This design comes from an exercise in tuning for small area and a short achievable clock period on the open sky130 flow, not from production work. Function was checked by simulation only, so behaviour that the tests miss may differ from the original. Power figures rest on the tool's default switching activity, not on a simulated workload.

== lane 1 ==
==> flow/design.v <==
module xbee_rx (
    input  wire       clk,
    input  wire       rst,         
    input  wire       wr_valid,
    input  wire [7:0] wr_data,
    input  wire       run,
    input  wire [1:0] mode,        
    input  wire       flush,
    output reg  [5:0] avail,
    output reg        out_valid,
    output reg  [1:0] out_kind,
    output reg  [7:0] out_data
);
    localparam CAP = 32;
    localparam ST_HUNT   = 3'd0;
    localparam ST_LEN_HI = 3'd1;
    localparam ST_LEN_LO = 3'd2;
    localparam ST_PAY    = 3'd3;
    localparam ST_CKS    = 3'd4;
    localparam K_PAYLOAD = 2'd0;
    localparam K_FRAME   = 2'd1;
    localparam K_BADCKS  = 2'd2;
    localparam K_SPECIAL = 2'd3;
    localparam [7:0] DELIM = 8'h7E;
    localparam [7:0] ESC   = 8'h7D;
    localparam [7:0] XON   = 8'h11;
    localparam [7:0] XOFF  = 8'h13;
    reg [7:0] sr [0:CAP-1];    
    reg [5:0] nav;          
    reg       nz;           
    reg       m_api;        
    reg       m_esc;        
    wire [5:0] cnt = ~nav;
    wire mode_ok     = (m_api && !mode[1] && mode[0]) || (m_esc && mode[1] && !mode[0]);
    wire go          = run && !flush && nz;    
    wire step        = go && mode_ok;
    wire mode_change = (m_api || m_esc) && !mode_ok;   
    wire full        = cnt[5];
    integer i;
    always @(posedge clk) begin
        if (wr_valid) begin
            sr[0] <= wr_data;
            for (i = 1; i < CAP; i = i + 1)
                sr[i] <= sr[i-1];
        end
    end
    wire [7:0] t0 [0:31];
    wire [7:0] t1 [0:15];
    wire [7:0] t2 [0:7];
    wire [7:0] t3 [0:3];
    wire [7:0] t4 [0:1];
    genvar g;
    generate
        for (g = 0; g < 32; g = g + 1) begin : g_t0
            assign t0[g] = sr[(62 - g) % 32];
        end
        for (g = 0; g < 16; g = g + 1) begin : g_t1
            assign t1[g] = nav[0] ? t0[2*g+1] : t0[2*g];
        end
        for (g = 0; g < 8; g = g + 1) begin : g_t2
            assign t2[g] = nav[1] ? t1[2*g+1] : t1[2*g];
        end
        for (g = 0; g < 4; g = g + 1) begin : g_t3
            assign t3[g] = nav[2] ? t2[2*g+1] : t2[2*g];
        end
        for (g = 0; g < 2; g = g + 1) begin : g_t4
            assign t4[g] = nav[3] ? t3[2*g+1] : t3[2*g];
        end
    endgenerate
    wire [7:0] b_rd = nav[4] ? t4[1] : t4[0];
    reg       ev_step;      
    reg [7:0] ev_b;
    wire [5:0] c_m1 = cnt - 6'd1;
    wire [5:0] c_p1 = cnt + 6'd1;
    wire [5:0] c_fl = {5'd0, wr_valid};
    wire [5:0] c_ns = flush ? c_fl : (wr_valid && !full) ? c_p1 : cnt;
    wire [5:0] c_st = wr_valid ? cnt : c_m1;
    wire       z_ns = flush ? wr_valid : (wr_valid || nz);
    wire       z_st = wr_valid || (cnt != 6'd1);
    wire [5:0] c_nx = step ? c_st : c_ns;
    wire       z_nx = step ? z_st : z_ns;
    always @(posedge clk) begin
        ev_b <= b_rd;
        if (rst) begin
            avail    <= 6'd0;
            nav      <= 6'h3F;
            nz       <= 1'b0;
            m_api    <= 1'b0;
            m_esc    <= 1'b0;
            ev_step  <= 1'b0;
        end else begin
            m_api    <= (mode == 2'd1);
            m_esc    <= (mode == 2'd2);
            ev_step  <= step;
            avail    <= c_nx;
            nav      <= ~c_nx;
            nz       <= z_nx;
        end
    end
    reg  [2:0]  state;
    reg         esc;
    reg  [15:0] rem;      
    reg  [7:0]  sum;
    wire [7:0] b = ev_b;
    wire [7:0] v = {b[7:6], b[5] ^ esc, b[4:0]};
    reg  [2:0]  n_state;
    reg         n_esc;
    reg         n_item;
    reg  [1:0]  n_kind;
    reg  [7:0]  n_data;
    reg         deliver;
    always @(*) begin
        n_state = state;
        n_esc   = esc;
        n_item  = 1'b0;
        n_kind  = K_PAYLOAD;
        n_data  = v;
        deliver = 1'b0;
        if (state == ST_HUNT) begin
            if (b == DELIM) begin
                n_state = ST_LEN_HI;
                n_esc   = 1'b0;
            end
        end else if (!m_esc) begin
            deliver = 1'b1;
        end else if (esc) begin
            n_esc   = 1'b0;
            deliver = 1'b1;
        end else if (b == ESC) begin
            n_esc = 1'b1;
        end else if (b == DELIM) begin
            n_item  = 1'b1;
            n_kind  = K_SPECIAL;
            n_state = ST_LEN_HI;
        end else if (b == XON || b == XOFF) begin
            n_item  = 1'b1;
            n_kind  = K_SPECIAL;
            n_state = ST_HUNT;
        end else begin
            deliver = 1'b1;
        end
        if (deliver) begin
            case (state)
                ST_LEN_HI: begin
                    n_state     = ST_LEN_LO;
                end
                ST_LEN_LO: begin
                    n_state    = ({rem[15:8], v} != 16'h0000) ? ST_PAY : ST_CKS;
                end
                ST_PAY: begin
                    n_item = 1'b1;
                    n_kind = K_PAYLOAD;
                    if (rem == 16'd1)
                        n_state = ST_CKS;
                end
                default: begin  
                    n_item  = 1'b1;
                    n_kind  = (v == ~sum) ? K_FRAME : K_BADCKS;
                    n_data  = ~sum;
                    n_state = ST_HUNT;
                end
            endcase
        end
    end
    always @(posedge clk) begin
        if (rst) begin
            state     <= ST_HUNT;
            esc       <= 1'b0;
            out_valid <= 1'b0;
        end else begin
            if (mode_change) begin
                state <= ST_HUNT;
                esc   <= 1'b0;
            end else if (ev_step) begin
                state <= n_state;
                esc   <= n_esc;
            end
            out_valid <= ev_step && n_item;
        end
        if (ev_step && deliver) begin
            case (state)
                ST_LEN_HI: rem[15:8] <= v;
                ST_LEN_LO: begin
                    rem[7:0] <= v;
                    sum      <= 8'h00;
                end
                ST_PAY: begin
                    rem <= rem - 16'd1;
                    sum <= sum + v;
                end
                default: ;
            endcase
        end
        out_kind <= n_kind;
        out_data <= n_data;
    end
endmodule
==> flow/config.mk <==
export PLATFORM = sky130hd
export DESIGN_NAME = xbee_rx
export DESIGN_NICKNAME = xbee_rx
export VERILOG_FILES = /design/flow/design.v
export SDC_FILE = /design/flow/constraint.sdc
export NUM_CORES = 4
export LEC_CHECK = 0
export CAP_MARGIN = 20
export CORE_MARGIN = 2
export CORE_UTILIZATION = 55
export CTS_BUF_LIST = sky130_fd_sc_hd__clkbuf_16
export CTS_CLUSTER_DIAMETER = 90
export CTS_CLUSTER_SIZE = 30
export SETUP_SLACK_MARGIN = 3.8
export SLEW_MARGIN = 20
==> flow/constraint.sdc <==
create_clock -name core_clock -period 6.0 [get_ports {clk}]
set_input_delay 1.2000 -clock core_clock [delete_from_list [all_inputs] [get_ports {clk}]]
set_output_delay 1.2000 -clock core_clock [all_outputs]
set_load 0.01 [all_outputs]
run.sh (not shown) runs the stock make flow with config.mk's settings and CLKGATE_MAP_FILE= SYNTH_SCRIPT=/design/flow/synth_recipe.tcl, a recipe that flattens the netlist after the stock synthesis.
Here is what was changed in the inputs of lane 2 compared with lane 1.
==> flow/flow/run.sh (new file) <==
#!/bin/bash
# Own layout flow: the standard ORFS flow (standard.sh) with one change:
# clock tree synthesis inserts no dummy load cells (the same CTS options as
# the standard flow otherwise, from config.mk). Each tool's output goes to
# ORFS's logs under orfs/logs; standard.sh's own output to standard.log here.
set -euo pipefail
W=$(pwd)
export CTS_ARGS="-sink_clustering_enable -repair_clock_nets -dont_use_dummy_load -buf_list sky130_fd_sc_hd__clkbuf_16 -sink_clustering_size 30 -sink_clustering_max_diameter 90"
bash standard.sh > "$W/standard.log" 2>&1
==> flow/standard.sh (new file) <==
#!/bin/bash
# synth_recipe.tcl (not shown) runs the flow's synth.tcl, then flattens the netlist and writes it again
# the make line also repeats each setting of config.mk as NAME=value (left out here)
make -C /OpenROAD-flow-scripts/flow DESIGN_CONFIG=/design/flow/config.mk WORK_HOME=/design/flow/orfs CLKGATE_MAP_FILE= SYNTH_SCRIPT=/design/flow/synth_recipe.tcl "${@:-finish}"
removed: flow/run.sh
Notes after the runs:
- Lane 2 reached the final stage; the timing, design-rule and antenna checks on its layout passed.
- Lane 1 → lane 2: power density normalized to cell area went down, synthesized-area fraction occupied by xor and xnor cells did not really move, maximum clock frequency went down, share of post-route cells with drive strength above 1 went down.
- Diff lane 1 -> lane 2: leakage component of the power now sits lower, final critical-path setup slack now sits lower, sequential share of layout area now sits higher, final period utilization now sits higher.
- Going from lane 1 to lane 2, power share of the clock group has decreased; number of global-route vias before repair has remained practically unchanged.

==> port drivers added, routing unchanged <==
The results above use ideal ports. As a check the final layouts listed here were re-extracted and re-timed, cells and wires unchanged.
Step 1 (the two cells are an assumption about what drives the block):
set clk [get_ports {clk}]
set_driving_cell -lib_cell sky130_fd_sc_hd__clkbuf_16 $clk
set_driving_cell -lib_cell sky130_fd_sc_hd__buf_2 [delete_from_list [all_inputs] $clk]
Step 2 moves the port delays by t, midway between the first and last clock arrival at a register: inputs arrive t later, outputs are due t later. That takes back most of the time a late clock gives input paths.
a / b / c = ideal ports / drivers / drivers and shift; a / b = the first two.
run | t, ns | slack for setup (ns) | worst setup path at the end
lane 1 | 0.532 | 3.827 / 3.801 / 3.311 | input to register
lane 2 | 0.523 | 3.815 / 3.799 / 3.306 | input to register
After both steps every run listed still meets setup and hold. The setup slack of lane 1, which loses most, moves by -0.026 ns with the drivers and by -0.516 ns with both steps.
